This is an optimization exercise on Yosys and OpenROAD, whose aim is small area, a short achievable clock period and few clock cycles, not a production implementation. At most, simulation tests tie the RTL to the original design; equivalence was not proved. Power and IR drop assume default switching activity. The flow treats the clock pin as an ideal source, which a real chip does not have.

Design pix_decoder, start of the top module:
module pix_decoder #(
    parameter W = 8,
    parameter H = 8
) (
    input  wire        clk,
    input  wire        rst,
    input  wire        start,
    input  wire [8:0]  plen,
    input  wire [15:0] ilen,
    output reg         busy,
    input  wire        pal_valid,
    input  wire [23:0] pal_data,
    output reg         pal_ready,
    input  wire        in_valid,
    input  wire [7:0]  in_data,
    output reg         in_ready,
    output reg         pix_valid,
    output reg  [23:0] pix_data,
    input  wire        pix_ready,
    output reg         done,
    output wire        err,
    output wire [7:0]  errcode,
    output wire [3:0]  bpp,
    output wire [8:0]  skipcnt,
    output reg  [19:0] trailbits
);
    localparam NMAX = W * H;
    localparam IW   = (NMAX > 1) ? $clog2(NMAX) : 1;    
    localparam CW   = $clog2(NMAX + 1);                   
    function [3:0] bits_per_pixel;
        input [8:0] n;
        integer k;
        begin
            bits_per_pixel = 4'd1;
            for (k = 1; k <= 8; k = k + 1)
                if (n > (1 << (k - 1)))
                    bits_per_pixel = k[3:0];
        end
    endfunction
    reg           err_r;          
    reg           e_empty;        
    reg           e_bad;          
    reg  [2:0]    b;              
    reg  [CW-1:0] skip;
    reg  [CW-1:0] plen_r;
    reg  [CW-1:0] pal_cnt;        
    reg  [IW-1:0] r;              
    reg  [15:0]   bytes_left;     
    reg           bz;             
    reg           b1;             
    assign err       = err_r;
    assign errcode   = {1'b0, e_bad, e_empty, e_empty, 2'b00, err_r, e_empty};
    assign bpp       = {1'b0, b};
    assign skipcnt   = {{(9-CW){1'b0}}, skip};
    reg  [24*NMAX-1:0] ring;
    reg  [7:0]    bb0, bb1, bb2;
    reg  [1:0]    f;              
    reg  [2:0]    p;              
    reg           hw;             
    reg           wcross;          
    reg  [CW-1:0] ndec;           
    reg           dec_done;       
    reg           qv0, qv1;
    reg  [IW-1:0] qi0, qi1;       
  ...
For scale: roughly 3700 cells after synthesis, roughly 0.048 sq mm of cells after synthesis.
export LEC_CHECK = 0
export ABC_CLOCK_PERIOD_IN_PS = 2500
export CAP_MARGIN = 20
export CORE_MARGIN = 2
export CORE_UTILIZATION = 55
export SLEW_MARGIN = 20
create_clock -name core_clock -period 10.0 [get_ports {clk}]
standard.sh (not shown) runs the stock make flow with config.mk's settings and CLKGATE_MAP_FILE= SYNTH_SCRIPT=/design/flow/synth_recipe.tcl, a recipe that flattens the netlist after the stock synthesis.
==> flow/flow/run.sh <==
#!/bin/bash
# Layout flow: the standard flow (standard.sh, ORFS on the design's
# SDC and clock period), with timing repair asked to leave more setup slack
# than the 10 ns clock needs, so that the layout reaches a shorter period;
# plain buffers on the ports and no dummy clock-tree loads.
# Each tool's full output goes to standard.log and the ORFS logs.
export SETUP_SLACK_MARGIN=6.4
export BUFFER_PORTS_ARGS="-buffer_cell sky130_fd_sc_hd__buf_2"
export CTS_ARGS="-sink_clustering_enable -repair_clock_nets -dont_use_dummy_load -sink_clustering_size 30 -sink_clustering_max_diameter 100"
bash standard.sh > standard.log 2>&1
Testbench counts at the start, summed over its fixed seeds: cycles 31,409.
Edit:
--- a/flow/flow/run.sh
+++ b/flow/flow/run.sh
@@ -5,5 +5,5 @@
 # plain buffers on the ports and no dummy clock-tree loads.
 # Each tool's full output goes to standard.log and the ORFS logs.
-export SETUP_SLACK_MARGIN=6.4
+export SETUP_SLACK_MARGIN=6.7
 export BUFFER_PORTS_ARGS="-buffer_cell sky130_fd_sc_hd__buf_2"
 export CTS_ARGS="-sink_clustering_enable -repair_clock_nets -dont_use_dummy_load -sink_clustering_size 30 -sink_clustering_max_diameter 100"
Cell area grows by a few percent.
Utilization went up by 1.4 points.
Final cell count increases slightly.
Wire length increases by a few percent.
Edit:
--- a/flow/config.mk
+++ b/flow/config.mk
@@ -10,3 +10,4 @@
 export CORE_MARGIN = 2
 export CORE_UTILIZATION = 55
+export PLACE_DENSITY = 0.8
 export SLEW_MARGIN = 20
Outcome: Setup slack loses 0.023 ns; sequential cell count stays the same; sequential share of layout area went up by 0.18 points; via count went up by a few percent; sequential power barely changes.


pix_decoder, a different RTL version from the one above (not shown whole).
For scale: ~3800 cells after synthesis, roughly 1700 flip-flops, about 0.050 mm² of cells after synthesis.
clock: 10.0 ns
lec_check: 0
abc_clock_period_in_ps: 2500
cap_margin: 20
core_margin: 2
core_utilization: 40
slew_margin: 20
==> flow/flow/run.sh <==
#!/bin/bash
# Layout flow: the standard flow (standard.sh, ORFS on the design's
# SDC and clock period), with timing repair asked to leave more setup slack
# than the 10 ns clock needs, so that the layout reaches a shorter period.
# Each tool's full output goes to standard.log and the ORFS logs.
export SETUP_SLACK_MARGIN=6.7
bash standard.sh > standard.log 2>&1
The baseline finished with timing, DRC and antenna clean.
Edit:
--- a/flow/flow/run.sh
+++ b/flow/flow/run.sh
@@ -4 +4,2 @@
-# than the 10 ns clock needs, so that the layout reaches a shorter period.
+# than the 10 ns clock needs, so that the layout reaches a shorter period;
+# plain buffers on the ports and no dummy clock-tree loads.
@@ -6,0 +8,2 @@
+export BUFFER_PORTS_ARGS="-buffer_cell sky130_fd_sc_hd__buf_2"
+export CTS_ARGS="-sink_clustering_enable -repair_clock_nets -dont_use_dummy_load"
Effect: Final area came out lower by a few percent. Clock power came out lower by about a fifth. Global-route usage came out lower by 0.16 points. Final cell count came out lower by a few percent.
Function was not checked in any run of this note: the RTL went through the layout flow alone.


== run A ==
The RTL this note starts from:
==> flow/design.v <==
module pix_decoder #(
    parameter W = 8,
    parameter H = 8
) (
    input  wire        clk,
    input  wire        rst,
    input  wire        start,
    input  wire [8:0]  plen,
    input  wire [15:0] ilen,
    output reg         busy,
    input  wire        pal_valid,
    input  wire [23:0] pal_data,
    output reg         pal_ready,
    input  wire        in_valid,
    input  wire [7:0]  in_data,
    output reg         in_ready,
    output reg         pix_valid,
    output reg  [23:0] pix_data,
    input  wire        pix_ready,
    output reg         done,
    output wire        err,
    output wire [7:0]  errcode,
    output wire [3:0]  bpp,
    output wire [8:0]  skipcnt,
    output reg  [19:0] trailbits
);
    localparam NMAX = W * H;
    localparam IW   = (NMAX > 1) ? $clog2(NMAX) : 1;    
    localparam CW   = $clog2(NMAX + 1);                   
    function [3:0] bits_per_pixel;
        input [8:0] n;
        integer k;
        begin
            bits_per_pixel = 4'd1;
            for (k = 1; k <= 8; k = k + 1)
                if (n > (1 << (k - 1)))
                    bits_per_pixel = k[3:0];
        end
    endfunction
    reg           err_r;          
    reg           e_empty;        
    reg           e_bad;          
    reg  [2:0]    b;              
    reg  [CW-1:0] skip;
    reg  [CW-1:0] plen_r;
    reg  [CW-1:0] pal_cnt;        
    reg  [IW-1:0] r;              
    reg  [15:0]   bytes_left;     
    reg           bz;             
    reg           b1;             
    assign err       = err_r;
    assign errcode   = {1'b0, e_bad, e_empty, e_empty, 2'b00, err_r, e_empty};
    assign bpp       = {1'b0, b};
    assign skipcnt   = {{(9-CW){1'b0}}, skip};
    reg  [24*NMAX-1:0] ring;
    reg  [7:0]    bb0, bb1, bb2;
    reg  [1:0]    f;              
    reg  [2:0]    p;              
    reg           hw;             
    reg           wcross;          
    reg  [CW-1:0] ndec;           
    reg           dec_done;       
    reg           qv0, qv1;
    reg  [IW-1:0] qi0, qi1;       
    reg           qb0, qb1;       
    reg  [IW-1:0] selh;           
    wire accept    = start && !busy;
    wire plen_bad  = (plen > NMAX);
    wire plen_zero = (plen == 9'd0);
    wire plen_ok   = !plen_bad && !plen_zero;
    wire take_pal  = pal_valid && pal_ready;
    wire take_byte = in_valid && in_ready;
    wire [15:0] w16   = {bb1, bb0} >> p;
    wire [5:0]  wmask = (6'd1 << b) - 6'd1;
    wire [5:0]  v     = w16[5:0] & wmask;
    wire        v_in  = ({1'b0, v} < plen_r);
    wire produce = busy && !dec_done && !qv1 && (hw || bz);
    wire consume = produce && hw;
    wire pop     = consume && wcross;
    wire push    = take_byte && !dec_done;
    wire nblk    = !hw || !v_in;
    wire [3:0] s_now = {1'b0, p} + {1'b0, b};         
    wire [2:0] p_adv = s_now[2:0];                    
    wire [3:0] s_adv = {1'b0, p_adv} + {1'b0, b};     
    wire [1:0] f_ap  = f - {1'b0, pop};
    wire [1:0] f_n   = f_ap + {1'b0, push};
    wire [3:0] s_n   = consume ? s_adv : s_now;
    wire       hw_n  = f_n[1] || (f_n == 2'd1 && s_n <= 4'd8);
    wire adv_out = !pix_valid || pix_ready;
    wire byp     = !qb0 && ({1'b0, qi0} == pal_cnt) && take_pal;
    wire ready_h = qb0 || ({1'b0, qi0} < pal_cnt) || byp;
    wire deq     = qv0 && ready_h && adv_out;
    wire [23:0] ring_in = take_pal ? pal_data : ring[24*NMAX-1 -: 24];
    reg  [23:0] ring_rd;
    integer k;
    always @(*) begin
        ring_rd = 24'h000000;
        for (k = 0; k < NMAX - 1; k = k + 1)
            ring_rd = ring_rd | (ring[24*k +: 24] & {24{!qb0 && selh == k}});
        ring_rd = ring_rd | (ring_in & {24{!qb0 && selh == NMAX - 1}});
    end
    wire pix_fin  = dec_done && !qv0 && !qv1 && adv_out;
    wire pal_fin  = (pal_cnt == plen_r) || (take_pal && (pal_cnt + 1'b1 == plen_r));
    wire byte_fin = bz || (b1 && take_byte);
    wire fin      = busy && pix_fin && pal_fin && byte_fin;
    always @(posedge clk)
        ring <= {ring[24*(NMAX-1)-1:0], ring_in};
    always @(posedge clk) begin
        if (rst) begin
            busy      <= 1'b0;
            done      <= 1'b0;
            pal_ready <= 1'b0;
            in_ready  <= 1'b0;
            qv0       <= 1'b0;
            qv1       <= 1'b0;
            pix_valid <= 1'b0;
        end else if (accept) begin
            done      <= !plen_ok;
            busy      <= plen_ok;
            err_r     <= !plen_ok;
            e_empty   <= plen_zero;
            e_bad     <= plen_bad;
            pal_ready <= plen_ok;
            in_ready  <= plen_ok && (ilen != 16'd0);
            begin
                b          <= bits_per_pixel(plen);
                plen_r     <= plen[CW-1:0];
                pal_cnt    <= {CW{1'b0}};
                r          <= {IW{1'b0}};
                bytes_left <= ilen;
                bz         <= (ilen == 16'd0);
                b1         <= (ilen == 16'd1);
                trailbits  <= {ilen, 3'b000};
                skip       <= {CW{1'b0}};
                ndec       <= {CW{1'b0}};
                dec_done   <= 1'b0;
                f          <= 2'd0;
                p          <= 3'd0;
                hw         <= 1'b0;
                wcross      <= 1'b0;
            end
        end else begin
            r <= r + 1'b1;
            if (fin) begin
                busy <= 1'b0;
                done <= 1'b1;
            end
            if (take_pal)
                pal_cnt <= pal_cnt + 1'b1;
            pal_ready <= busy && !fin && (take_pal ? (pal_cnt + 1'b1 < plen_r)
                                                   : (pal_cnt < plen_r && r + 1'b1 == pal_cnt[IW-1:0]));
            if (take_byte) begin
                bytes_left <= bytes_left - 1'b1;
                bz         <= b1;
                b1         <= (bytes_left == 16'd2);
            end
            in_ready <= busy && !fin && !byte_fin &&
                        (dec_done || (produce && ndec == NMAX - 1) || f_n != 2'd3);
            f <= f_n;
            if (push && f_ap == 2'd0) bb0 <= in_data;
            else if (pop)             bb0 <= bb1;
            if (push && f_ap == 2'd1) bb1 <= in_data;
            else if (pop)             bb1 <= bb2;
            if (push && f_ap == 2'd2) bb2 <= in_data;
            hw    <= hw_n;
            wcross <= s_n[3];
            if (produce) begin
                ndec <= ndec + 1'b1;
                if (ndec == NMAX - 1)
                    dec_done <= 1'b1;
            end
            if (consume) begin
                p         <= p_adv;
                trailbits <= trailbits - {17'd0, b};
                if (!v_in)
                    skip <= skip + 1'b1;
            end
            qv1 <= (qv1 || produce && qv0) && !deq;
            qv0 <= qv1 || (qv0 && !deq) || produce;
            if (produce) begin
                qi1 <= v;
                qb1 <= nblk;
            end
            if (deq || !qv0) begin
                if (qv1) begin
                    qi0  <= qi1;
                    qb0  <= qb1;
                    selh <= r - qi1;
                end else begin
                    qi0  <= v;
                    qb0  <= nblk;
                    selh <= r - v;
                end
            end else begin
                selh <= selh + 1'b1;
            end
            if (adv_out)
                pix_valid <= deq;
            if (deq)
                pix_data <= ring_rd;
        end
    end
endmodule
clock: 10.0 ns
lec_check: 0
abc_clock_period_in_ps: 2500
cap_margin: 20
core_margin: 2
core_utilization: 75
slew_margin: 20
==> flow/flow/run.sh <==
#!/bin/bash
# Layout flow: the standard flow (standard.sh, ORFS on the design's
# SDC and clock period), with timing repair asked to leave more setup slack
# than the 10 ns clock needs, so that the layout reaches a shorter period;
# plain buffers on the ports and no dummy clock-tree loads.
# Each tool's full output goes to standard.log and the ORFS logs.
export SETUP_SLACK_MARGIN=6.7
export BUFFER_PORTS_ARGS="-buffer_cell sky130_fd_sc_hd__buf_2"
export CTS_ARGS="-sink_clustering_enable -repair_clock_nets -dont_use_dummy_load -sink_clustering_size 30 -sink_clustering_max_diameter 100"
bash standard.sh > standard.log 2>&1
Having completed the whole flow, run A delivered a layout that passed the timing, DRC and antenna checks.
Testbench counts of run A, summed over its fixed seeds: cycles 31,409.
Inputs modified between run A and run B:
diff --git a/flow/config.mk b/flow/config.mk
--- a/flow/config.mk
+++ b/flow/config.mk
@@ -9,4 +9,4 @@
 export CAP_MARGIN = 20
 export CORE_MARGIN = 2
-export CORE_UTILIZATION = 75
+export CORE_UTILIZATION = 65
 export SLEW_MARGIN = 20
--- outcome ---
- On detailed-route via count, run A loses to run B.
- Die outline width went up by a little under 10% going from run A to run B.
- [run B vs run A] sequential share of power: higher in run B
- The power in sequential cells on run A is in line with that on run B.
- Min worst-case setup margin in the final layout across run A and run B: run A
- Area after synthesis across run A and run B: no real change.
- Compare run A and run B | maximum frequency higher: run B
--- input diff run B..run C ---
diff --git a/flow/config.mk b/flow/config.mk
--- a/flow/config.mk
+++ b/flow/config.mk
@@ -9,4 +9,4 @@
 export CAP_MARGIN = 20
 export CORE_MARGIN = 2
-export CORE_UTILIZATION = 65
+export CORE_UTILIZATION = 40
 export SLEW_MARGIN = 20
## What came out
Non-clock buffer count | run C above run B. Run C vs run B, sequential fraction of design power went down by 0.4 points. From run B to run C, number of maximum-capacitance constraint violations did not move at all. On delay of the slowest critical-path stage, run B tracks run C almost exactly. Of run B and run C, the lower proportion of cell area occupied by multi-input gates belongs to run C. Re setup slack: run B and run C aren't equal, and the higher value belongs to run B. On run C: register-to-register setup slack is 0.02 ns higher than what run B gave. Higher final HPWL from detailed placement goes to run C over run B. [diff] first-iteration detailed-routing DRC count, run C relative to run B: improvement. Total routed wirelength for run C is higher than for run B. Run C went all the way through synthesis, placement and routing and the layout is clean on timing, DRC and antenna. In terms of share of total power in combinational logic, run C and run B differ only marginally.
The inputs of run D differ from those of run C as listed below.
diff --git a/flow/flow/run.sh b/flow/flow/run.sh
--- a/flow/flow/run.sh
+++ b/flow/flow/run.sh
@@ -7,4 +7,4 @@
 export SETUP_SLACK_MARGIN=6.7
 export BUFFER_PORTS_ARGS="-buffer_cell sky130_fd_sc_hd__buf_2"
-export CTS_ARGS="-sink_clustering_enable -repair_clock_nets -dont_use_dummy_load -sink_clustering_size 30 -sink_clustering_max_diameter 100"
+export CTS_ARGS="-sink_clustering_enable -repair_clock_nets -dont_use_dummy_load"
 bash standard.sh > standard.log 2>&1
## What came out
Going from run C to run D, total vias in the final route shows an increase of 2.1%; via count normalized by instance count did not really move; power density over cell area has increased.
Modified inputs, run E compared to run D
diff --git a/flow/flow/run.sh b/flow/flow/run.sh
--- a/flow/flow/run.sh
+++ b/flow/flow/run.sh
@@ -5,6 +5,6 @@
 # plain buffers on the ports and no dummy clock-tree loads.
 # Each tool's full output goes to standard.log and the ORFS logs.
-export SETUP_SLACK_MARGIN=6.7
+export SETUP_SLACK_MARGIN=7.0
 export BUFFER_PORTS_ARGS="-buffer_cell sky130_fd_sc_hd__buf_2"
-export CTS_ARGS="-sink_clustering_enable -repair_clock_nets -dont_use_dummy_load"
+export CTS_ARGS="-sink_clustering_enable -repair_clock_nets -dont_use_dummy_load -sink_clustering_size 30 -sink_clustering_max_diameter 100"
 bash standard.sh > standard.log 2>&1
diff --git a/flow/config.mk b/flow/config.mk
--- a/flow/config.mk
+++ b/flow/config.mk
@@ -9,4 +9,4 @@
 export CAP_MARGIN = 20
 export CORE_MARGIN = 2
-export CORE_UTILIZATION = 40
+export CORE_UTILIZATION = 55
 export SLEW_MARGIN = 20
Findings:
Relative to run D, die span in y decreased by 51 um in run E.
Register-to-register slack of run D is on par with run E.
For die footprint, dividing the value from run D by the value from run E gives 1.4.
NOTE amount of wire on met3 after detailed routing run D->run E increased by more than 10%

what the ideal ports hide:
In the flow no input, the clock included, has a driving cell. The finished layouts below were timed again as built, in two steps. Step 1, drivers: a clkbuf_16 drives clk and a buf_2 each remaining input, both assumed. Step 2, shift: input delay + t, output delay - t, t = (earliest + latest rising clock arrival at the registers) / 2. This alone moves slack from input paths to output paths. Three values: ideal, step 1, step 2; two values: the first two.
| run | t, ns | setup slack, ns | clock arrival spread, ns |
|---|---|---|---|
| the first run of note 1 | 0.706 | 6.413 / 6.413 / 5.795 | 0.075 / 0.075 |
| the second run of note 1 | 0.713 | 6.644 / 6.575 / 6.018 | 0.058 / 0.057 |
| the third run of note 1 | 0.686 | 6.621 / 6.551 / 5.996 | 0.143 / 0.143 |
| the first run of note 2 | 0.855 | 6.456 / 6.384 / 5.907 | 0.046 / 0.046 |
| the second run of note 2 | 0.838 | 6.473 / 6.400 / 5.987 | 0.112 / 0.112 |
| run A | 0.705 | 6.576 / 6.507 / 6.023 | 0.067 / 0.066 |
| run B | 0.710 | 6.587 / 6.516 / 6.090 | 0.074 / 0.074 |
| run C | 0.698 | 6.574 / 6.506 / 6.079 | 0.095 / 0.096 |
| run D | 0.795 | 6.494 / 6.423 / 6.021 | 0.107 / 0.107 |
| run E | 0.693 | 6.631 / 6.562 / 6.141 | 0.075 / 0.074 |
After both steps every run listed still meets setup and hold. The setup slack of the second run of note 1, which loses most, moves by -0.069 ns with the drivers and by -0.626 ns with both steps.
